This design comes from an exercise in tuning for small area, a short achievable clock period and few clock cycles on the open sky130 flow, not from production work. RTL that was checked went through simulation tests only; none was proved equivalent to the original. Power figures rest on the tool's default switching activity, not on a simulated workload.

Design soul_va, start of the top module:
module soul_va (
    input  wire         clk,
    input  wire         rst,         
    input  wire         cmd_valid,
    output wire         cmd_ready,
    input  wire [127:0] cmd,
    output reg          rsp_valid,
    output wire [127:0] rsp
);
For scale: roughly 260 I/O pins, roughly 30000 um2 of cells after synthesis.
Settings: LEC_CHECK=0, ABC_CLOCK_PERIOD_IN_PS=2500, CAP_MARGIN=20, CORE_MARGIN=2, CORE_UTILIZATION=55, CTS_BUF_LIST=sky130_fd_sc_hd__clkbuf_8 sky130_fd_sc_hd__clkbuf_16, CTS_CLUSTER_DIAMETER=80, CTS_CLUSTER_SIZE=16, SETUP_SLACK_MARGIN=3.75, SLEW_MARGIN=20, TNS_END_PERCENT=100; clock period 6.0 ns.
standard.sh (not shown) runs the stock make flow with config.mk's settings and CLKGATE_MAP_FILE= SYNTH_SCRIPT=/design/flow/synth_recipe.tcl, a recipe that flattens the netlist after the stock synthesis.
==> flow/flow/run.sh <==
#!/bin/bash
# Layout flow: the standard ORFS flow (standard.sh, unchanged synthesis),
# with the port buffers made of plain buffers (sky130_fd_sc_hd__buf_4)
# instead of the delay cells buffer_ports picks by default. Every port still
# gets its own buffer. The full make output goes to flow_make.log here; each
# ORFS step also keeps its own log under orfs/logs/.
set -euo pipefail
bash standard.sh "BUFFER_PORTS_ARGS=-buffer_cell sky130_fd_sc_hd__buf_4" finish > flow_make.log 2>&1
==> next run, changes <==
--- a/flow/config.mk
+++ b/flow/config.mk
@@ -7,6 +7,6 @@
 export LEC_CHECK = 0
-export ABC_CLOCK_PERIOD_IN_PS = 2500
+export ABC_CLOCK_PERIOD_IN_PS = 1500
 export CAP_MARGIN = 20
 export CORE_MARGIN = 2
-export CORE_UTILIZATION = 55
+export CORE_UTILIZATION = 70
 export CTS_BUF_LIST = sky130_fd_sc_hd__clkbuf_8 sky130_fd_sc_hd__clkbuf_16
@@ -14,3 +14,3 @@
 export CTS_CLUSTER_SIZE = 16
-export SETUP_SLACK_MARGIN = 3.75
+export SETUP_SLACK_MARGIN = 3.6
 export SLEW_MARGIN = 20
Result: The new run completed with no timing, DRC or antenna violations; setup slack is worse by 0.047 ns; core utilization grows by 14 points; wire length shrinks by 6.4%.
No run of this note included a check of the RTL's function; only the layout flow was run.


The RTL this note starts from:
==> flow/design.v <==
module soul_va (
    input  wire         clk,
    input  wire         rst,         
    input  wire         cmd_valid,
    output wire         cmd_ready,
    input  wire [127:0] cmd,
    output reg          rsp_valid,
    output wire [127:0] rsp
);
    localparam NV = 8;
    reg [15:0]   slot_ch   [0:NV-1];
    reg [31:0]   slot_note [0:NV-1];
    reg [NV-1:0] slot_zero_q;    
    reg [NV-1:0] slot_nan_q;     
    reg [NV-1:0] fresh_q;
    reg [NV-1:0] active_q;
    reg [NV*NV-1:0] older_q;     
    reg          in_v_q;
    reg  [2:0]   in_op_q;        
    reg  [15:0]  in_ch_q;
    reg  [31:0]  in_a_q;
    reg  [31:0]  in_b_q;
    reg          in_ch0_q;       
    reg          in_a0_q;        
    reg          stolen_q;       
    reg          ready_q;
    reg  [2:0]   rsp_kind_q;
    reg  [2:0]   rsp_port_q;
    reg  [15:0]  rsp_ch_q;
    reg  [31:0]  rsp_a_q;
    reg  [31:0]  rsp_b_q;
    reg  [NV-1:0] pend_q;
    assign cmd_ready = ready_q;
    assign rsp = {5'b10010, rsp_kind_q, 5'd0, rsp_port_q, rsp_ch_q, rsp_a_q, rsp_b_q, 32'd0};
    wire [7:0]  cmd_op  = cmd[127:120];
    wire [15:0] cmd_ch  = cmd[111:96];
    wire [31:0] cmd_a   = cmd[95:64];
    wire [31:0] cmd_b   = cmd[63:32];
    wire cmd_va     = (cmd_op[7:3] == 5'b00010) && (cmd_op[2:0] <= 3'd4);
    wire cmd_noteon = (cmd_op == 8'h10);
    wire is_on  = (in_op_q == 3'd0);
    wire is_off = (in_op_q == 3'd1);
    reg [NV-1:0] ch_eq, match, oldest;
    integer i, j;
    always @* begin
        for (i = 0; i < NV; i = i + 1) begin
            ch_eq[i] = fresh_q[i] ? in_ch0_q : (slot_ch[i] == in_ch_q);
            match[i] = ch_eq[i] &&
                       (fresh_q[i] ? in_a0_q
                                   : (!slot_nan_q[i] && (slot_note[i][30:0] == in_a_q[30:0]) &&
                                      (slot_zero_q[i] || (slot_note[i][31] == in_a_q[31]))));
            oldest[i] = 1'b1;
            for (j = 0; j < NV; j = j + 1) begin
                if (j > i) oldest[i] = oldest[i] & older_q[i*NV+j];
                if (j < i) oldest[i] = oldest[i] & !older_q[j*NV+i];
            end
        end
    end
    wire [NV-1:0] hits = is_off ? match : ch_eq;    
    wire          any_hit = |hits;
    wire [NV-1:0] hit_first = hits & (~hits + 1'b1);
    wire [NV-1:0] pend_first = pend_q & (~pend_q + 1'b1);
    function [2:0] enc8(input [NV-1:0] oh);
        enc8 = {|oh[7:4], oh[7] | oh[6] | oh[3] | oh[2], oh[7] | oh[5] | oh[3] | oh[1]};
    endfunction
    wire all_active = &active_q;
    wire rsp_free   = (pend_q == {NV{1'b0}});
    wire steal      = is_on && all_active && !stolen_q;    
    wire go_on   = in_v_q && is_on && rsp_free && !steal;
    wire go_hit  = in_v_q && !is_on && rsp_free && any_hit;
    wire consume = in_v_q && (is_on ? (rsp_free && !steal) : (rsp_free || !any_hit));
    wire load_steal = in_v_q && rsp_free && steal;
    wire load_rsp   = load_steal || go_on || go_hit;
    reg [15:0] vic_ch;
    reg [31:0] vic_note;
    always @* begin
        vic_ch   = 16'd0;
        vic_note = 32'd0;
        for (i = 0; i < NV; i = i + 1) begin
            vic_ch   = vic_ch   | ({16{oldest[i]}} & slot_ch[i]);
            vic_note = vic_note | ({32{oldest[i]}} & slot_note[i]);
        end
    end
    wire [NV-1:0] active_d = go_on  ? (active_q | oldest) :
                             (go_hit && is_off) ? (active_q & ~match) : active_q;
    wire [NV-1:0] pend_d   = load_rsp ? (go_hit ? (hits & ~hit_first) : {NV{1'b0}})
                                      : (pend_q & ~pend_first);
    wire take      = ready_q && cmd_valid;
    wire in_v_d    = take ? cmd_va : (in_v_q && !consume);
    wire in_on_d   = take ? cmd_noteon : is_on;
    wire stolen_d  = take ? 1'b0 : (load_steal ? 1'b1 : (go_on ? 1'b0 : stolen_q));
    wire ready_d   = !in_v_d || ((pend_d == {NV{1'b0}}) &&
                                 !(in_on_d && (&active_d) && !stolen_d));
    always @(posedge clk) begin
        if (ready_q) begin
            in_op_q  <= cmd_op[2:0];
            in_ch_q  <= cmd_ch;
            in_a_q   <= cmd_a;
            in_b_q   <= cmd_b;
            in_ch0_q <= (cmd_ch == 16'd0);
            in_a0_q  <= (cmd_a[30:0] == 31'd0);
        end
        if (rsp_free) begin
            rsp_ch_q <= steal ? vic_ch   : in_ch_q;
            rsp_a_q  <= steal ? vic_note : in_a_q;
            rsp_b_q  <= is_on && !steal ? in_b_q : 32'd0;
            rsp_kind_q <= steal ? 3'd1 : in_op_q;
        end
        rsp_port_q <= load_rsp ? (is_on ? enc8(oldest) : enc8(hit_first)) : enc8(pend_first);
        for (i = 0; i < NV; i = i + 1) begin
            if (go_on && oldest[i]) begin
                slot_ch[i]     <= in_ch_q;
                slot_note[i]   <= in_a_q;
                slot_zero_q[i] <= in_a0_q;
                slot_nan_q[i]  <= (&in_a_q[30:23]) && (|in_a_q[22:0]);
            end
        end
        if (rst) begin
            in_v_q    <= 1'b0;
            stolen_q  <= 1'b0;
            ready_q   <= 1'b1;
            rsp_valid <= 1'b0;
            pend_q    <= {NV{1'b0}};
            active_q  <= {NV{1'b0}};
            fresh_q   <= {NV{1'b1}};
            for (i = 0; i < NV; i = i + 1)
                for (j = 0; j < NV; j = j + 1)
                    older_q[i*NV+j] <= (i < j);
        end else begin
            in_v_q    <= in_v_d;
            stolen_q  <= stolen_d;
            ready_q   <= ready_d;
            rsp_valid <= load_rsp || !rsp_free;
            pend_q    <= pend_d;
            active_q  <= active_d;
            if (go_on)
                fresh_q <= fresh_q & ~oldest;
            for (i = 0; i < NV; i = i + 1)
                for (j = i + 1; j < NV; j = j + 1) begin
                    if (go_on) begin
                        if (oldest[i])      older_q[i*NV+j] <= 1'b0;
                        else if (oldest[j]) older_q[i*NV+j] <= 1'b1;
                    end else if (go_hit && is_off) begin
                        if (match[i] && match[j]) older_q[i*NV+j] <= 1'b1;
                        else if (match[i])        older_q[i*NV+j] <= active_q[j];
                        else if (match[j])        older_q[i*NV+j] <= !active_q[i];
                    end
                end
        end
    end
endmodule
Settings: LEC_CHECK=0, CAP_MARGIN=20, CORE_MARGIN=2, CORE_UTILIZATION=40, SLEW_MARGIN=20; clock period 6.0 ns.
run.sh (not shown) runs the stock make flow with config.mk's settings and CLKGATE_MAP_FILE= SYNTH_SCRIPT=/design/flow/synth_recipe.tcl, a recipe that flattens the netlist after the stock synthesis.
Stock flow here: none of the scripts above is used.
The starting point finished clean.
Testbench counts at the start, summed over its fixed seeds: cycles 31,612.
Rerun with:
--- a/flow/config.mk
+++ b/flow/config.mk
@@ -7,2 +7,3 @@
 export LEC_CHECK = 0
+export ABC_CLOCK_PERIOD_IN_PS = 1800
 export CAP_MARGIN = 20
@@ -10,2 +11,3 @@
 export CORE_UTILIZATION = 40
+export SETUP_SLACK_MARGIN = 4.2
 export SLEW_MARGIN = 20
Effect: Routed wire length climbs by 44%; setup slack improved by 1.1 ns; worst hold slack barely changes; total power climbs by 3.8%; register-to-register slack improved by 1.1 ns; core utilization climbs by 14 points; global-route usage climbs by 5.0 points; sequential share of layout area drops by 12 points; clock-buffer cell count climbs by 3; first-iteration DRC count climbs by 75%.

==> afterwards: timing with drivers on the ports <==
The results above use ideal ports. As a check the final layouts listed here were re-extracted and re-timed, cells and wires unchanged. Step 1 assumes that a clkbuf_16 drives the clock port and a buf_2 every other input. Step 2 moves the port delays by t, midway between the first and last clock arrival at a register: inputs arrive t later, outputs are due t later. That takes back most of the time a late clock gives input paths. Slacks: ideal / step 1 / step 2; pairs: ideal / step 1.
| run | shift t [ns] | slack for setup (ns) | hold slack, ns |
|---|---|---|---|
| the first run of note 1 | 0.673 | 3.557 / 3.539 / 3.087 | 0.438 / 0.438 / 0.438 |
| the second run of note 1 | 0.665 | 3.510 / 3.546 / 2.882 | 0.439 / 0.439 / 0.439 |
| the first run of note 2 | 0.655 | 1.626 / 1.626 / 1.626 | 0.498 / 0.498 / 0.498 |
| the second run of note 2 | 0.681 | 2.697 / 2.697 / 2.286 | 0.497 / 0.497 / 0.497 |
After both steps every run listed still meets setup and hold. For the second run of note 1, which loses most, drivers alone change the setup slack by +0.036 ns; drivers and shift together by -0.628 ns.
